What follows belongs to an exercise in optimizing a design on an open flow for small area; a production flow would make more cautious choices. Where RTL was checked, it was by simulation tests only, not by an equivalence proof against the original. Power and IR drop assume default switching activity.

## pfe
module pfe (
    input  wire        clk,
    input  wire        rst,
    input  wire        cmd_valid,
    output wire        cmd_ready,
    input  wire [63:0] cmd,
    output wire        rsp_valid,
    output wire [63:0] rsp,
    output wire        mem_en,
    output wire        mem_we,
    output wire [11:0] mem_addr,
    output wire [7:0]  mem_wdata,
    input  wire [7:0]  mem_rdata
);
    localparam [3:0] OP_NOP = 4'h0, OP_SIZE = 4'h1, OP_START = 4'h2, OP_CONVERT = 4'h3,
                     OP_ENCODE = 4'h4, OP_ENDROW = 4'h5, OP_FINISH = 4'h6, OP_ABORT = 4'h7,
                     OP_RDREG = 4'h8, OP_RDBUF = 4'h9;
    localparam [1:0] ST_IDLE = 2'd0, ST_ACTIVE = 2'd1, ST_DONE = 2'd2, ST_ERROR = 2'd3;
    localparam [4:0] S_IDLE = 5'd0,
                     S_LD   = 5'd1,    
                     S_MA   = 5'd2,    
                     S_MB   = 5'd3,    
                     S_CM   = 5'd4,    
                     S_LT   = 5'd5,    
                     S_MT   = 5'd6,    
                     S_TR   = 5'd7,    
                     S_DV0  = 5'd8,    
                     S_DV   = 5'd9,    
                     S_WT   = 5'd10,   
                     S_EF   = 5'd11,   
                     S_EN   = 5'd12,   
                     S_EB   = 5'd13,   
                     S_EW   = 5'd14,   
                     S_ER   = 5'd15,   
                     S_SR   = 5'd16,   
                     S_RD   = 5'd17;   
    localparam [2:0] RC_OK = 3'd0, RC_FAULT = 3'd7;
    reg  [5:0] sp;
    wire [3:0] ph  = sp[3:0];
    wire p0  = (ph == 4'd0);
    wire p15 = (ph == 4'd15);
    wire f0  = (sp == 6'd0);
    wire f63 = (sp == 6'd63);
    wire w0  = (sp[5:4] == 2'd0);
    reg [15:0] WIDTH, HEIGHT, FRAMES, TROWS, SIZE, CUR, COL, ROW;
    reg [15:0] tW, tH, tF;
    reg [63:0] P;
    reg [1:0]  FMT, TMODE;
    reg        INV, LE, DITHER;
    reg [1:0]  STATE;
    reg [2:0]  ERRCLASS;
    reg [7:0]  ERRINFO;
    reg        WARN, ALPHASRC;
    reg        Z;              
    reg [4:0]  seq;
  ...
export LEC_CHECK = 0
export CAP_MARGIN = 20
export CORE_MARGIN = 2
export CORE_UTILIZATION = 70
export SLEW_MARGIN = 20
create_clock -name core_clock -period 17.0 [get_ports {clk}]
standard.sh (not shown) runs the stock make flow with config.mk's settings and CLKGATE_MAP_FILE= SYNTH_SCRIPT=/design/flow/synth_recipe.tcl, a recipe that flattens the netlist after the stock synthesis.
==> flow/flow/run.sh <==
#!/bin/bash
# Layout flow: the standard ORFS flow, with the port buffers made of the
# smallest buffer cell. Each make run's full output goes to its own log here.
set -euo pipefail
export BUFFER_PORTS_ARGS="-buffer_cell sky130_fd_sc_hd__buf_1"
bash standard.sh synth > log_synth.txt 2>&1
bash standard.sh finish > log_finish.txt 2>&1
Edit:
--- a/flow/config.mk
+++ b/flow/config.mk
@@ -10,2 +10,4 @@
 export CORE_UTILIZATION = 70
+export CTS_CLUSTER_DIAMETER = 100
+export CTS_CLUSTER_SIZE = 30
 export SLEW_MARGIN = 20
Outcome: Final area came out lower by 4.2%; routed wire length came out lower by 6.5%; total power came out lower by 17%; die area does not change; non-clock buffer count does not change; maximum frequency came out higher by 5.1%; flip-flop and latch count is unchanged; via count came out lower by 3.4%; setup slack gets better by 0.33 ns.

== build 36 ==
pfe, a different RTL version from the one above (not shown whole).
Size in the first run: ~1,700 cells after synthesis, roughly 290 flip-flops, roughly 160 I/O pins, ~14,000 um2 of cells after synthesis.
Settings: LEC_CHECK=0, CAP_MARGIN=20, CORE_MARGIN=2, CORE_UTILIZATION=70, SLEW_MARGIN=20; clock period 17.0 ns.
run.sh (not shown) runs the stock make flow with config.mk's settings and CLKGATE_MAP_FILE= SYNTH_SCRIPT=/design/flow/synth_recipe.tcl, a recipe that flattens the netlist after the stock synthesis.
Stock flow here: none of the scripts above is used.
Build 36: flow completed, timing, DRC and antenna clean
## Diff of input files: build 82 against build 36
==> flow/flow/run.sh (new file) <==
#!/bin/bash
# Layout flow: the standard ORFS flow, with the port buffers made of the
# smallest buffer cell. Each make run's full output goes to its own log here.
set -euo pipefail
export BUFFER_PORTS_ARGS="-buffer_cell sky130_fd_sc_hd__buf_1"
bash standard.sh synth > log_synth.txt 2>&1
bash standard.sh finish > log_finish.txt 2>&1
==> flow/standard.sh (new file) <==
#!/bin/bash
# synth_recipe.tcl (not shown) runs the flow's synth.tcl, then flattens the netlist and writes it again
# the make line also repeats each setting of config.mk as NAME=value (left out here)
make -C /OpenROAD-flow-scripts/flow DESIGN_CONFIG=/design/flow/config.mk WORK_HOME=/design/flow/orfs CLKGATE_MAP_FILE= SYNTH_SCRIPT=/design/flow/synth_recipe.tcl "${@:-finish}"
removed: flow/run.sh
--- outcome ---
Build 82 reached the final stage; the timing, design-rule and antenna checks on its layout passed.
Note that the number of inserted filler cells in the final layout recorded for build 82 amounts to 1.3 times the value seen in build 36.
Side by side, part of the total power dissipated in sequential elements turned out higher in build 82 than in build 36.
STATUS summed area of non-filler cells in the final layout: build 82 wins against build 36
From build 36 to build 82 the numbers moved as follows: total cell area at the placement stage went down; met1 demand-to-capacity share in global routing went down; estimated wirelength of the detail-placed design went down.
Compare build 36 and build 82 | total global-route track usage lower: build 82
Taking build 36 as the reference, in build 82 number of ordinary and repair buffers in the finished layout increased by 3 relative to the old numbers, number of clock-tree buffers in the layout decreased by about 2.8% relative to the old numbers, instance count on the critical path increased by 1 relative to the old numbers.
Here is what was changed in the inputs of build 44 compared with build 82.
- a change of CORE_UTILIZATION from 70 to 85
- an added CELL_PAD_IN_SITES_GLOBAL_PLACEMENT of 0
- an added CELL_PAD_IN_SITES_DETAIL_PLACEMENT of 0
==> flow/run.sh (new file) <==
#!/bin/bash
# synth_recipe.tcl (not shown) runs the flow's synth.tcl, then flattens the netlist and writes it again
# the make line also repeats each setting of config.mk as NAME=value (left out here)
make -C /OpenROAD-flow-scripts/flow DESIGN_CONFIG=/design/flow/config.mk WORK_HOME=/design/flow/orfs CLKGATE_MAP_FILE= SYNTH_SCRIPT=/design/flow/synth_recipe.tcl finish
removed: flow/flow/run.sh
removed: flow/standard.sh
--- outcome ---
FAIL build 44 @ 3_3_place_gp: tool exited with error
Between build 82 and build 44, starting density of the core increased.
Die outline width: build 44 lower than build 82
Build 44 against build 82: number of placement rows lost about 10%, share of synthesized registers carrying an async set or reset neither gained nor lost much, simple-gate portion of the synthesized area neither gained nor lost much.
What build 59 does differently from build 44 at the input level:
- clearing CELL_PAD_IN_SITES_DETAIL_PLACEMENT, which used to be 0
- clearing CELL_PAD_IN_SITES_GLOBAL_PLACEMENT, which used to be 0
Findings:
Synthesis-stage register bit count: build 44 vs build 59 identical
Build 44 never completed, since it errored out during 3_3_place_gp.
3_3_place_gp: build 59 exited with error
Build 59 -> build 44: sequential-to-total area share from yosys stat delta 0, exact match
Re fraction of registers with async set/reset: no difference whatsoever between build 44 and build 59.
Per the comparison of build 59 with build 44, simple logic cell fraction of the synthesized area essentially unchanged, adder and majority cell fraction of the synthesized area essentially unchanged, area after synthesis essentially unchanged.
Re number of enable flip-flop cells after synthesis: no difference whatsoever between build 59 and build 44.

run 1:
Another version of the RTL of pfe (not shown whole).
Size: roughly 1400 cells after synthesis, ~300 flip-flops, about 160 I/O pins, about 12000 um2 of cells after synthesis.
Settings: LEC_CHECK=0, CAP_MARGIN=20, CORE_MARGIN=2, CORE_UTILIZATION=70, CTS_BUF_LIST=sky130_fd_sc_hd__clkbuf_8, CTS_CLUSTER_DIAMETER=60, CTS_CLUSTER_SIZE=16, SLEW_MARGIN=20; clock period 17.0 ns.
standard.sh (not shown) runs the stock make flow with config.mk's settings and CLKGATE_MAP_FILE= SYNTH_SCRIPT=/design/flow/synth_recipe.tcl, a recipe that flattens the netlist after the stock synthesis.
==> flow/flow/run.sh <==
#!/bin/bash
# Layout flow: the standard ORFS flow, with the port buffers made of the
# smallest buffer cell and power recovery (downsizing on paths with slack)
# after global routing. Each make run's full output goes to its own log here.
set -euo pipefail
export BUFFER_PORTS_ARGS="-buffer_cell sky130_fd_sc_hd__buf_1"
export RECOVER_POWER=100
bash standard.sh synth > log_synth.txt 2>&1
bash standard.sh finish > log_finish.txt 2>&1
The flow for run 1 finished, though final verification flagged capacitance limit, slew limit.
[inputs] run 2 vs run 1
==> flow/flow/run.sh <==
#!/bin/bash
# Layout flow: the standard ORFS flow, with the port buffers made of the
# smallest buffer cell. Each make run's full output goes to its own log here.
set -euo pipefail
export BUFFER_PORTS_ARGS="-buffer_cell sky130_fd_sc_hd__buf_1"
bash standard.sh synth > log_synth.txt 2>&1
bash standard.sh finish > log_finish.txt 2>&1
Run 2 ran to completion and came out clean on the timing, design-rule and antenna checks.
NOTE routed length on met2 run 1->run 2 decreased slightly
Run 2 vs. run 1: pin slew with the least headroom to its limit went down by 1200 ps.
Run 1 → run 2: relative contribution of combinational cells to total power went up, clock network power comparable, leakage power total went up 0.042 nW, minimum setup slack in the final design now smaller, worst hold margin closely matched the old numbers.
| sequential cell fraction of total power | run 2 vs run 1 | 0.3 points lower |
Compared run 2 against run 1; fmax within noise.
The inputs of run 3 differ from those of run 2 as listed below.
==> flow/flow/run.sh <==
#!/bin/bash
# Layout flow: the standard ORFS flow, with the port buffers made of the
# smallest buffer cell and power recovery (downsizing on paths with slack)
# after global routing. Each make run's full output goes to its own log here.
set -euo pipefail
export BUFFER_PORTS_ARGS="-buffer_cell sky130_fd_sc_hd__buf_1"
export RECOVER_POWER=100
bash standard.sh synth > log_synth.txt 2>&1
bash standard.sh finish > log_finish.txt 2>&1
-- flow/config.mk --
<<< run 2, line 9
export CORE_MARGIN = 2
export CORE_UTILIZATION = 70
export CTS_BUF_LIST = sky130_fd_sc_hd__clkbuf_8
export CTS_CLUSTER_DIAMETER = 60
export CTS_CLUSTER_SIZE = 16
export SLEW_MARGIN = 20
>>> run 3, line 9
export CORE_MARGIN = 2
export CORE_UTILIZATION = 70
export CTS_CLUSTER_DIAMETER = 80
export CTS_CLUSTER_SIZE = 24
export SLEW_MARGIN = 20
Findings:
- Run 3 ran in full, but the layout does not pass; the checks complain about capacitance limit, slew limit.
- Clock buffer and inverter area fraction after layout, run 2 and run 3, lower one = run 2.
- Summary of run 3 over run 2: global-route met3 utilization +1.8 points, routed wire length went up 4.0%.
Function was not checked in any run of this note: the RTL went through the layout flow alone.

-- static timing again, ports no longer ideal --
In the flow no input, the clock included, has a driving cell. The finished layouts below were timed again as built, in two steps. Step 1 sets driving cells, clkbuf_16 on the clock port and buf_2 on the other inputs (assumed; they add their load-dependent delay and slew). Step 2, shift: input delay + t, output delay - t, t = (earliest + latest rising clock arrival at the registers) / 2. This alone moves slack from input paths to output paths. Three values: ideal, step 1, step 2; two values: the first two.
run | t (ns) | setup slack, ns | worst setup path after step 2 | cell pins on the clock port's net
the first run of note 1 | 0.603 | 10.218 / 10.170 / 10.341 | input to register | 1
the second run of note 1 | 0.539 | 10.547 / 10.503 / 10.331 | input to register | 1
build 36 | 0.603 | 9.568 / 9.520 / 9.421 | input to register | 1
build 82 | 0.601 | 10.178 / 10.131 / 9.742 | input to register | 1
run 1 | 0.602 | 10.145 / 10.104 / 9.653 | input to register | 1
run 2 | 0.602 | 10.136 / 10.095 / 10.523 | input to register | 1
run 3 | 0.542 | 10.157 / 10.111 / 9.642 | input to register | 1
The setup slack of run 3, which loses most, moves by -0.046 ns with the drivers and by -0.515 ns with both steps.
